Background: an optimization exercise with open tools, aiming at small area. Do not read the settings as production practice.
The RTL was checked by simulation tests, not by an equivalence proof against the original design.
Power figures rest on the tool's default switching activity, not on a simulated workload.

before:
==> flow/design.v <==
module dxl_decoder #(
    parameter TW = 32                      
) (
    input  wire          clk,
    input  wire          rst,              
    input  wire          in_valid,
    input  wire [7:0]    in_byte,
    input  wire [TW-1:0] in_t_start,
    input  wire [TW-1:0] in_t_end,
    output wire          out_valid,
    output wire [3:0]    out_kind,
    output wire [3:0]    out_cmd,
    output wire [TW-1:0] out_t_start,
    output wire [TW-1:0] out_t_end,
    output wire [1:0]    out_ptag,
    output wire [15:0]   out_int,
    output wire [7:0]    out_b0,
    output wire [7:0]    out_b1
);
    localparam [2:0] S_HEADER   = 3'd0,
                     S_ADDRESS  = 3'd1,
                     S_LENGTH   = 3'd2,
                     S_COMMAND  = 3'd3,
                     S_RAMADDR  = 3'd4,
                     S_ERRCODE  = 3'd5,
                     S_VALUE    = 3'd6,
                     S_CHECKSUM = 3'd7;
    reg [2:0]    state;
    reg [1:0]    cnt;
    reg [15:0]   rem;         
    reg [7:0]    b0;          
    reg [TW-1:0] t0;          
    wire step  = in_valid & ~rst;
    wire st_hd = (state == S_HEADER);
    wire st_ad = (state == S_ADDRESS);
    wire st_ln = (state == S_LENGTH);
    wire st_cm = (state == S_COMMAND);
    wire st_ck = (state == S_CHECKSUM);
    wire hi_z    = ~|rem[15:2];
    wire rem_z   = hi_z & ~rem[1] & ~rem[0];
    wire rem_3   = hi_z & rem[1] & rem[0];
    wire rem_ge4 = ~hi_z;
    wire second  = cnt[0];
    wire armed   = cnt[1] & ~st_hd;
    wire guard = armed & (st_ad | (rem_z & ~second));
    reg [7:0] hdr_b;
    always @* begin
        case (cnt)
            2'd0, 2'd1: hdr_b = 8'hFF;
            2'd2:       hdr_b = 8'hFD;
            default:    hdr_b = 8'h00;
        endcase
    end
    wire hmatch = (in_byte == hdr_b);
    wire hdone  = hmatch & (cnt == 2'd3);
    reg [3:0] cmd_dec;
    always @* begin
        case (in_byte)
            8'h01: cmd_dec = 4'd1;
            8'h02: cmd_dec = 4'd2;
            8'h03: cmd_dec = 4'd3;
            8'h04: cmd_dec = 4'd4;
            8'h05: cmd_dec = 4'd5;
            8'h06: cmd_dec = 4'd6;
            8'h08: cmd_dec = 4'd7;
            8'h10: cmd_dec = 4'd8;
            8'h55: cmd_dec = 4'd9;
            8'h82: cmd_dec = 4'd10;
            8'h83: cmd_dec = 4'd11;
            8'h92: cmd_dec = 4'd12;
            8'h93: cmd_dec = 4'd13;
            default: cmd_dec = 4'd0;
        endcase
    end
    reg [2:0] cmd_next;
    always @* begin
        case (cmd_dec)
            4'd1, 4'd6, 4'd7, 4'd8: cmd_next = S_CHECKSUM;
            4'd9:                   cmd_next = S_ERRCODE;
            4'd0:                   cmd_next = S_VALUE;
            default:                cmd_next = S_RAMADDR;
        endcase
    end
    wire va_done = second | ~rem_ge4;
    reg emit;
    always @* begin
        case (state)
            S_HEADER:  emit = hdone;
            S_LENGTH,
            S_RAMADDR,
            S_CHECKSUM: emit = second;
            S_VALUE:   emit = va_done;
            default:   emit = 1'b1;
        endcase
    end
    reg [2:0] state_n;
    reg [1:0] cnt_n;
    always @* begin
        state_n = state;
        cnt_n   = cnt;
        if (guard) begin
            state_n = S_HEADER;
            cnt_n   = 2'd0;
        end else begin
            case (state)
                S_HEADER: begin
                    if (hmatch) begin
                        cnt_n = cnt + 2'd1;
                        if (hdone) state_n = S_ADDRESS;
                    end else if (cnt != 2'd0) begin
                        state_n = S_ADDRESS;
                        cnt_n   = 2'b10;
                    end
                end
                S_ADDRESS: state_n = S_LENGTH;
                S_LENGTH: begin
                    cnt_n = {1'b0, ~second};
                    if (second) state_n = S_COMMAND;
                end
                S_COMMAND: begin
                    state_n = cmd_next;
                    cnt_n   = {~rem_z, 1'b0};
                end
                S_RAMADDR: begin
                    cnt_n[0] = ~second;
                    if (second) state_n = S_VALUE;
                end
                S_ERRCODE: state_n = rem_3 ? S_CHECKSUM : S_VALUE;
                S_VALUE: begin
                    cnt_n[0] = ~va_done;
                    if (va_done & rem_3) state_n = S_CHECKSUM;
                end
                default: begin  
                    cnt_n[0] = ~second;
                    if (second) begin
                        state_n = S_HEADER;
                        cnt_n   = 2'd0;
                    end
                end
            endcase
        end
    end
    wire        rem_ld = st_ln;            
    wire        rem_dc = in_valid & ~rem_z;
    reg  [15:0] rem_n;
    reg         bz;                        
    integer     i;
    always @* begin
        bz = 1'b1;
        for (i = 0; i < 16; i = i + 1) begin
            rem_n[i] = rem[i] ^ (rem_dc & bz);
            bz = bz & ~rem[i];
        end
        if (rem_ld) rem_n = {in_byte, b0};
    end
    always @(posedge clk) begin
        if (rst) begin
            state <= S_HEADER;
            cnt   <= 2'd0;
        end else if (in_valid) begin
            state <= state_n;
            cnt   <= cnt_n;
        end
    end
    wire          hold   = second | (st_hd & cnt[1]);
    wire [7:0]    b0_n   = hold ? b0 : in_byte;
    wire [TW-1:0] t0_n   = hold ? t0 : in_t_start;
    always @(posedge clk) begin
        b0  <= b0_n;
        t0  <= t0_n;
        rem <= rem_n;
    end
    wire pint = ~guard & ~st_hd & ~st_ck;      
    wire pbyt = ~guard & st_ck;                
    assign out_valid   = step & (guard | emit);
    assign out_kind    = guard ? 4'd8 : {1'b0, state};
    assign out_cmd     = (~guard & st_cm) ? cmd_dec : 4'd0;
    assign out_t_start = t0_n;
    assign out_t_end   = in_t_end;
    assign out_ptag    = {pbyt, pint};
    assign out_int     = {(pint & second) ? in_byte : 8'd0,
                          pint ? b0_n : 8'd0};
    assign out_b0      = pbyt ? in_byte : 8'd0;
    assign out_b1      = pbyt ? b0_n : 8'd0;
endmodule
==> flow/config.mk <==
export PLATFORM = sky130hd
export DESIGN_NAME = dxl_decoder
export DESIGN_NICKNAME = dxl_decoder
export VERILOG_FILES = /design/flow/design.v
export SDC_FILE = /design/flow/constraint.sdc
export NUM_CORES = 4
export LEC_CHECK = 0
export ABC_AREA = 1
export CAP_MARGIN = 20
export CORE_MARGIN = 2
export CORE_UTILIZATION = 40
export SLEW_MARGIN = 20
==> flow/constraint.sdc <==
create_clock -name core_clock -period 12.0 [get_ports {clk}]
set_input_delay 2.4000 -clock core_clock [delete_from_list [all_inputs] [get_ports {clk}]]
set_output_delay 2.4000 -clock core_clock [all_outputs]
set_load 0.01 [all_outputs]
standard.sh (not shown) runs the stock make flow with config.mk's settings and CLKGATE_MAP_FILE= SYNTH_SCRIPT=/design/flow/synth_recipe.tcl, a recipe that flattens the netlist after the stock synthesis.
==> flow/flow/run.sh <==
#!/bin/bash
# Standard ORFS layout with these changes:
#  - synthesis maps the logic with an area-oriented ABC script (flow/abc_area.script,
#    selected by ABC_AREA=1) instead of ORFS's, and without extracting half/full
#    adders first; registers are mapped as usual;
#  - port buffers use the smallest buffer cell (buf_1);
#  - a small clock tree (clkbuf_4, no dummy loads), and power recovery after
#    global routing, which downsizes cells with timing slack.
set -euo pipefail
here=$(pwd)
rm -rf scripts_local
cp -r "$FLOW_HOME/scripts" scripts_local
cp flow/abc_area.script scripts_local/abc_area.script
export SCRIPTS_DIR=$here/scripts_local
export ADDER_MAP_FILE=
export BUFFER_PORTS_ARGS="-buffer_cell sky130_fd_sc_hd__buf_1"
export CTS_ARGS="-sink_clustering_enable -repair_clock_nets -dont_use_dummy_load -buf_list sky130_fd_sc_hd__clkbuf_4"
export RECOVER_POWER=100
bash standard.sh > standard_flow.log 2>&1
==> flow/flow/abc_area.script <==
strash
balance -l
resub -K 6 -l
rewrite -l
resub -K 6 -N 2 -l
refactor -l
resub -K 8 -l
balance -l
resub -K 8 -N 2 -l
rewrite -l
resub -K 10 -l
rewrite -z -l
resub -K 10 -N 2 -l
balance -l
resub -K 12 -l
refactor -z -l
resub -K 12 -N 2 -l
rewrite -z -l
balance -l
dch -f
amap
mfs2
strash
balance -l
resub -K 6 -l
rewrite -l
resub -K 6 -N 2 -l
refactor -l
resub -K 8 -l
balance -l
resub -K 8 -N 2 -l
rewrite -l
resub -K 10 -l
rewrite -z -l
resub -K 10 -N 2 -l
balance -l
resub -K 12 -l
refactor -z -l
resub -K 12 -N 2 -l
rewrite -z -l
balance -l
dch -f
amap
mfs2
strash
balance -l
resub -K 6 -l
rewrite -l
resub -K 6 -N 2 -l
refactor -l
resub -K 8 -l
balance -l
resub -K 8 -N 2 -l
rewrite -l
resub -K 10 -l
rewrite -z -l
resub -K 10 -N 2 -l
balance -l
resub -K 12 -l
refactor -z -l
resub -K 12 -N 2 -l
rewrite -z -l
balance -l
dch -f
amap
mfs2
strash
balance -l
resub -K 6 -l
rewrite -l
resub -K 6 -N 2 -l
refactor -l
resub -K 8 -l
balance -l
resub -K 8 -N 2 -l
rewrite -l
resub -K 10 -l
rewrite -z -l
resub -K 10 -N 2 -l
balance -l
resub -K 12 -l
refactor -z -l
resub -K 12 -N 2 -l
rewrite -z -l
balance -l
dch -f
amap
Changes in after relative to before:
# before
export LEC_CHECK = 0
export ABC_AREA = 1
export CAP_MARGIN = 20
export CORE_MARGIN = 2
export CORE_UTILIZATION = 40
export SLEW_MARGIN = 20
create_clock -name core_clock -period 12.0 [get_ports {clk}]
# after
export LEC_CHECK = 0
export ABC_AREA = 1
export CAP_MARGIN = 20
export CORE_MARGIN = 2
export CORE_UTILIZATION = 40
export GPL_TIMING_DRIVEN = 0
export SLEW_MARGIN = 20
create_clock -name core_clock -period 12.0 [get_ports {clk}]
==> comparison <==
Compared with before, after shows a higher total global-route track usage. Delta(quantity of I/O buffers inserted on ports, after - before) > 0. The clock share of power of after and that of before are within noise of each other. Global-route wire length before repair on after is behind before. Against before, number of standard cells in the layout, taps in and fillers out in after rose by more than 10%. [compare] base=before new=after: cell depth of the worst setup path now smaller, peak supply drop now smaller, worst max-slew margin expressed relative to the limit now smaller. The flow for after finished, though final verification flagged max-capacitance violations, max-slew violations.

========
Another version of the RTL of dxl_decoder (not shown whole).
Size in the first run: about 370 cells after synthesis, ~62 flip-flops, about 180 I/O pins, roughly 2900 um^2 of cells after synthesis.
## dxl_decoder
module dxl_decoder #(
    parameter TW = 32                      
) (
    input  wire          clk,
    input  wire          rst,              
    input  wire          in_valid,
    input  wire [7:0]    in_byte,
    input  wire [TW-1:0] in_t_start,
    input  wire [TW-1:0] in_t_end,
    output wire          out_valid,
    output wire [3:0]    out_kind,
    output wire [3:0]    out_cmd,
    output wire [TW-1:0] out_t_start,
    output wire [TW-1:0] out_t_end,
    output wire [1:0]    out_ptag,
    output wire [15:0]   out_int,
    output wire [7:0]    out_b0,
    output wire [7:0]    out_b1
);
export LEC_CHECK = 0
export ABC_AREA = 1
export CAP_MARGIN = 20
export CORE_MARGIN = 2
export CORE_UTILIZATION = 40
export SLEW_MARGIN = 20
create_clock -name core_clock -period 12.0 [get_ports {clk}]
==> flow/flow/run.sh <==
#!/bin/bash
# Standard ORFS layout with three changes:
#  - synthesis maps the logic with an area-oriented ABC script (flow/abc_area.script,
#    selected by ABC_AREA=1) instead of ORFS's; registers are mapped as usual;
#  - port buffers use the smallest buffer cell (buf_1);
#  - a small clock tree (clkbuf_4, no dummy loads), and power recovery after
#    global routing, which downsizes cells with timing slack.
set -euo pipefail
here=$(pwd)
rm -rf scripts_local
cp -r "$FLOW_HOME/scripts" scripts_local
cp flow/abc_area.script scripts_local/abc_area.script
export SCRIPTS_DIR=$here/scripts_local
export BUFFER_PORTS_ARGS="-buffer_cell sky130_fd_sc_hd__buf_1"
export CTS_ARGS="-sink_clustering_enable -repair_clock_nets -dont_use_dummy_load -buf_list sky130_fd_sc_hd__clkbuf_4"
export RECOVER_POWER=100
bash standard.sh > standard_flow.log 2>&1
Scripts as last shown in full above: flow/flow/abc_area.script
Next try:
--- a/flow/flow/abc_area.script
+++ b/flow/flow/abc_area.script
@@ -21 +21 @@
-amap
+map -a
@@ -43 +43 @@
-amap
+map -a
@@ -65,23 +65 @@
-amap
-mfs2
-strash
-balance -l
-resub -K 6 -l
-rewrite -l
-resub -K 6 -N 2 -l
-refactor -l
-resub -K 8 -l
-balance -l
-resub -K 8 -N 2 -l
-rewrite -l
-resub -K 10 -l
-rewrite -z -l
-resub -K 10 -N 2 -l
-balance -l
-resub -K 12 -l
-refactor -z -l
-resub -K 12 -N 2 -l
-rewrite -z -l
-balance -l
-dch -f
-amap
+map -a
Maximum frequency increases by 2.3%.
Worst setup slack improved by 0.15 ns.
Final cell count increases by 15%.
Next try:
--- a/flow/flow/abc_area.script
+++ b/flow/flow/abc_area.script
@@ -21 +21 @@
-map -a
+amap
@@ -43 +43 @@
-map -a
+amap
@@ -65 +65,23 @@
-map -a
+amap
+mfs2
+strash
+balance -l
+resub -K 6 -l
+rewrite -l
+resub -K 6 -N 2 -l
+refactor -l
+resub -K 8 -l
+balance -l
+resub -K 8 -N 2 -l
+rewrite -l
+resub -K 10 -l
+rewrite -z -l
+resub -K 10 -N 2 -l
+balance -l
+resub -K 12 -l
+refactor -z -l
+resub -K 12 -N 2 -l
+rewrite -z -l
+balance -l
+dch -f
+amap
- CORE_UTILIZATION: 40 -> 70
Result: The new run completed without violations; global-route usage is higher by 15 points; setup slack is worse by 0.082 ns; final area drops by 4.7%; total power came out lower by 19%; clock skew is lower by 0.021 ns.

-- re-timing with driven ports --
Ports are ideal in the flow. The routed layouts listed here were re-timed in OpenROAD. Step 1 (the two cells are an assumption about what drives the block):
set clk [get_ports {clk}]
set_driving_cell -lib_cell sky130_fd_sc_hd__clkbuf_16 $clk
set_driving_cell -lib_cell sky130_fd_sc_hd__buf_2 [delete_from_list [all_inputs] $clk]
Step 2 adds t to the input delays and takes it off the output delays; t is the mean of the earliest and latest rising clock arrival at the registers after step 1. Input paths then give back, and output paths get back, about the clock's delay inside the block. a / b / c = ideal / step 1 / step 2; a / b = the first two.
run | t, ns | setup slack, ns | worst hold slack (ns) | worst setup path after step 2 | pins driven straight from the clock port
before | 0.406 | 5.013 / 4.988 / 4.988 | 0.471 / 0.471 / 0.471 | input to output | 1
after | 0.401 | 3.167 / 3.142 / 3.543 | 0.473 / 0.473 / 0.473 | register to output | 1
the first run of note 2 | 0.402 | 5.141 / 5.114 / 5.114 | 0.446 / 0.446 / 0.446 | input to output | 1
the second run of note 2 | 0.399 | 5.295 / 5.269 / 5.269 | 0.448 / 0.448 / 0.448 | input to output | 1
the third run of note 2 | 0.408 | 5.213 / 5.189 / 5.189 | 0.448 / 0.448 / 0.448 | input to output | 1
For the first run of note 2, which loses most, drivers alone change the setup slack by -0.027 ns; drivers and shift together by -0.027 ns.
